Context: an optimization exercise on an open-source flow, tuned for small area, a short achievable clock period and few clock cycles. The choices shown serve that exercise and are no tape-out recipe.
Power is estimated from default activity; no workload was simulated.

==> flow/design.v (excerpt) <==
module jkbus_io (
    input  wire         clk,
    input  wire         rst,           
    input  wire         cmd_valid,
    output wire         cmd_ready,
    input  wire [31:0]  cmd,
    input  wire [7:0]   ext_rdata,     
    output reg          rsp_valid,     
    output wire [7:0]   rsp_data,
    output reg          ext_valid,     
    output wire         ext_we,
    output wire [1:0]   ext_dev,
    output wire [15:0]  ext_port,
    output wire [7:0]   ext_data,
    output reg          xtick_valid,   
    output wire [27:0]  xtick_count,
    output reg          reset_ev,      
    output wire [3:0]   pb_valid,      
    output wire [31:0]  pb_data,
    output wire [127:0] pb_time,
    output wire         stb_valid,     
    output wire [31:0]  stb_time
);
    localparam [7:0] PORT_IDLE = 8'hFF;
    reg  [31:0] c;
    reg  [7:0]  cx;        
    reg         cv;        
    reg         st;        
    reg  [7:0]  cr0;
    reg         cr1_7, cr2_0, cr2_2;
    reg  [3:0]  cr3_52;    
    reg  [7:0]  inlatch;
    reg  [17:0] keylatch;
    reg  [31:0] tnow;
    wire [15:0] addr = c[23:8];
    wire [7:0]  dat  = c[7:0];
    wire [1:0]  k_len = c[25:24];
    wire [7:0]  k_w0  = c[15:8];
    wire [7:0]  k_w1  = c[7:0];
    wire is_ioread   = c[31:24] == 8'h20 && c[7:0] == 8'h00;
    wire is_iowrite  = c[31:24] == 8'h30;
    wire is_setkey   = c[31:26] == 6'b100000 && c[23:16] == 8'h00 && k_len != 2'd3
                       && !(k_len == 2'd0 && (k_w0 != 8'd0 || k_w1 != 8'd0))
                       && !(k_len == 2'd1 && k_w1 != 8'd0);
    wire is_setinput = c[31:8] == 24'h900000;
    wire is_reset    = c == 32'hF0000000;
    wire m0 = addr[7:0] == 8'h04;
    wire m1 = addr[7:3] == 5'b11100;
    wire m2 = !addr[2];
    wire m3 = addr == 16'h0085;
    wire m4 = addr[7:1] == 7'b0100011;
    wire m6 = addr[15:8] == 8'h12 && addr[3:0] == 4'hD;
    wire m7 = addr[3:0] == 4'h5;
    wire w0 = m0;
    wire w1 = m1;
    wire w2 = !m1 && m2;
    wire w3 = m3;
    wire w4 = m4;
    wire w6 = m6;
  ...
Settings: LEC_CHECK=0, CAP_MARGIN=20, CORE_MARGIN=2, CORE_UTILIZATION=35, CTS_BUF_LIST=sky130_fd_sc_hd__clkbuf_8, PLACE_DENSITY=0.6, SETUP_SLACK_MARGIN=3.5, SLEW_MARGIN=20, TNS_END_PERCENT=10; clock period 8.0 ns.
standard.sh (not shown) runs the stock make flow with config.mk's settings and CLKGATE_MAP_FILE= SYNTH_SCRIPT=/design/flow/synth_recipe.tcl, a recipe that flattens the netlist after the stock synthesis.
==> flow/flow/run.sh <==
#!/bin/bash
# The standard layout (standard.sh runs ORFS from the standard synthesis to the
# final layout), with the smallest buffer, sky130_fd_sc_hd__buf_1, on each port.
export BUFFER_PORTS_ARGS="-buffer_cell sky130_fd_sc_hd__buf_1"
bash standard.sh > standard.log 2>&1
==> next run, changes <==
--- a/flow/design.v
+++ b/flow/design.v
@@ -119,23 +119,23 @@
             default:    n_ev = T_START;
         endcase
     end
     assign act   = !idle || poll;
     assign n_out = {2'b00, n};    
     assign gn    = {2'b00, n_ev};
     assign ginf  = (idle || phase == WORD_PAUSE) && !poll;
     always @(posedge clk) begin
         stb_valid <= 1'b0;
         if (clr) begin
-            phase      <= IDLE;
-            n          <= 7'd1;
-            pend[17:16] <= 2'd0;    
+            phase <= IDLE;
+            n     <= 7'd1;
+            pend  <= 18'd0;
         end else if (setkey) begin
             if (!idle && setkey_code[17:16] != 2'd0 && setkey_code != code && !poll_pend)
                 pend <= setkey_code;
         end else if (stp && act) begin
             if (!ev) begin
                 n <= n - s;
             end else begin
                 n <= n_ev;
                 case (phase)
                     START_WAIT: begin
@@ -154,21 +154,21 @@
                         bidx  <= 3'd0;
                         phase <= START_WAIT;
                     end
                     default: begin    
                         if (poll) begin
                             code  <= poll_code;
                             widx  <= 1'b0;
                             bidx  <= 3'd0;
                             phase <= START_WAIT;
                             if (poll_pend)
-                                pend[17:16] <= 2'd0;
+                                pend <= 18'd0;
                         end else begin
                             phase <= IDLE;
                             n     <= 7'd1;
                         end
                     end
                 endcase
             end
         end
     end
 endmodule
@@ -235,21 +235,21 @@
     wire r7 = !m1 && m7;
     wire rx = m1 || m2 || m4;       
     wire wx = rx;
     wire do_wr  = cv && is_iowrite;
     wire do_rd  = cv && is_ioread;
     wire do_rst = cv && is_reset;
     wire clr    = rst || do_rst;
     wire wr0  = do_wr && w0;
     wire wr1  = do_wr && w3;
     wire wr2  = do_wr && w4;
-    localparam integer SW   = 5;
+    localparam integer SW   = 4;
     localparam [SW-1:0] SMAX = {SW{1'b1}};
     reg           rb;                  
     reg           rdy;                 
     wire [27:0]   rem = c[27:0];
     wire [SW-1:0] rlo = rem[SW-1:0];
     wire [27-SW:0] rhi = rem[27:SW];
     wire [4:0]  act, ginf;
     wire [8:0]  n0, n1, n2, n3, n4;
     wire [8:0]  g0, g1, g2, g3, g4;
     wire [8:0]  nn [0:4];
@@ -332,21 +332,21 @@
         if (rst) begin
             cv       <= 1'b0;
             st       <= 1'b0;
             rdy      <= 1'b1;
             cr0      <= 8'hFF;
             cr1_7    <= 1'b1;
             cr2_0    <= 1'b1;
             cr2_2    <= 1'b1;
             cr3_52   <= 4'd0;
             inlatch  <= 8'h00;
-            keylatch[17:16] <= 2'd0;    
+            keylatch <= 18'd0;
             tnow     <= 32'd0;
         end else begin
             cv <= accept && cmd[31:28] != 4'h4;
             if (accept)
                 st <= cmd[31:28] == 4'h4 && cmd[27:0] != 28'd0;
             else if (st && fin)
                 st <= 1'b0;
             if (accept)
                 rdy <= 1'b0;
             else if (st)
=> Cell area falls by 6.7%. Clock-buffer cell count rises by 5. Total power falls by 31%. Setup slack degrades by 0.12 ns. Area after synthesis falls by 2.1%. Via count falls by 4.5%. Global-route usage rises by 0.35 points. Non-clock buffer count falls by 67. Wire length falls by 2.5%. Hold slack barely changes. Critical path depth falls by 16. Clock power falls by 17%. Final cell count falls by 2.5%. Fmax falls by 2.6%.
No run of this note included a check of the RTL's function; only the layout flow was run.

what the ideal ports hide:
How much do the figures lean on ideal ports? The routed layouts below were timed once more, with nothing changed but the port constraints. Step 1: set_driving_cell puts a clkbuf_16 on clk and a buf_2 on each other input, an assumption about the parent block. Step 2 moves the port delays by t, midway between the first and last clock arrival at a register: inputs arrive t later, outputs are due t later. That takes back most of the time a late clock gives input paths. Three values: ideal, step 1, step 2; two values: the first two.
run	t, ns	slack for setup (ns)	slew at the worst register clock pin (ns)
the first run	0.703	3.513 / 3.513 / 3.513	0.07 / 0.07
the second run	0.696	3.391 / 3.341 / 3.402	0.07 / 0.07
After both steps setup and hold are still met in every run listed.
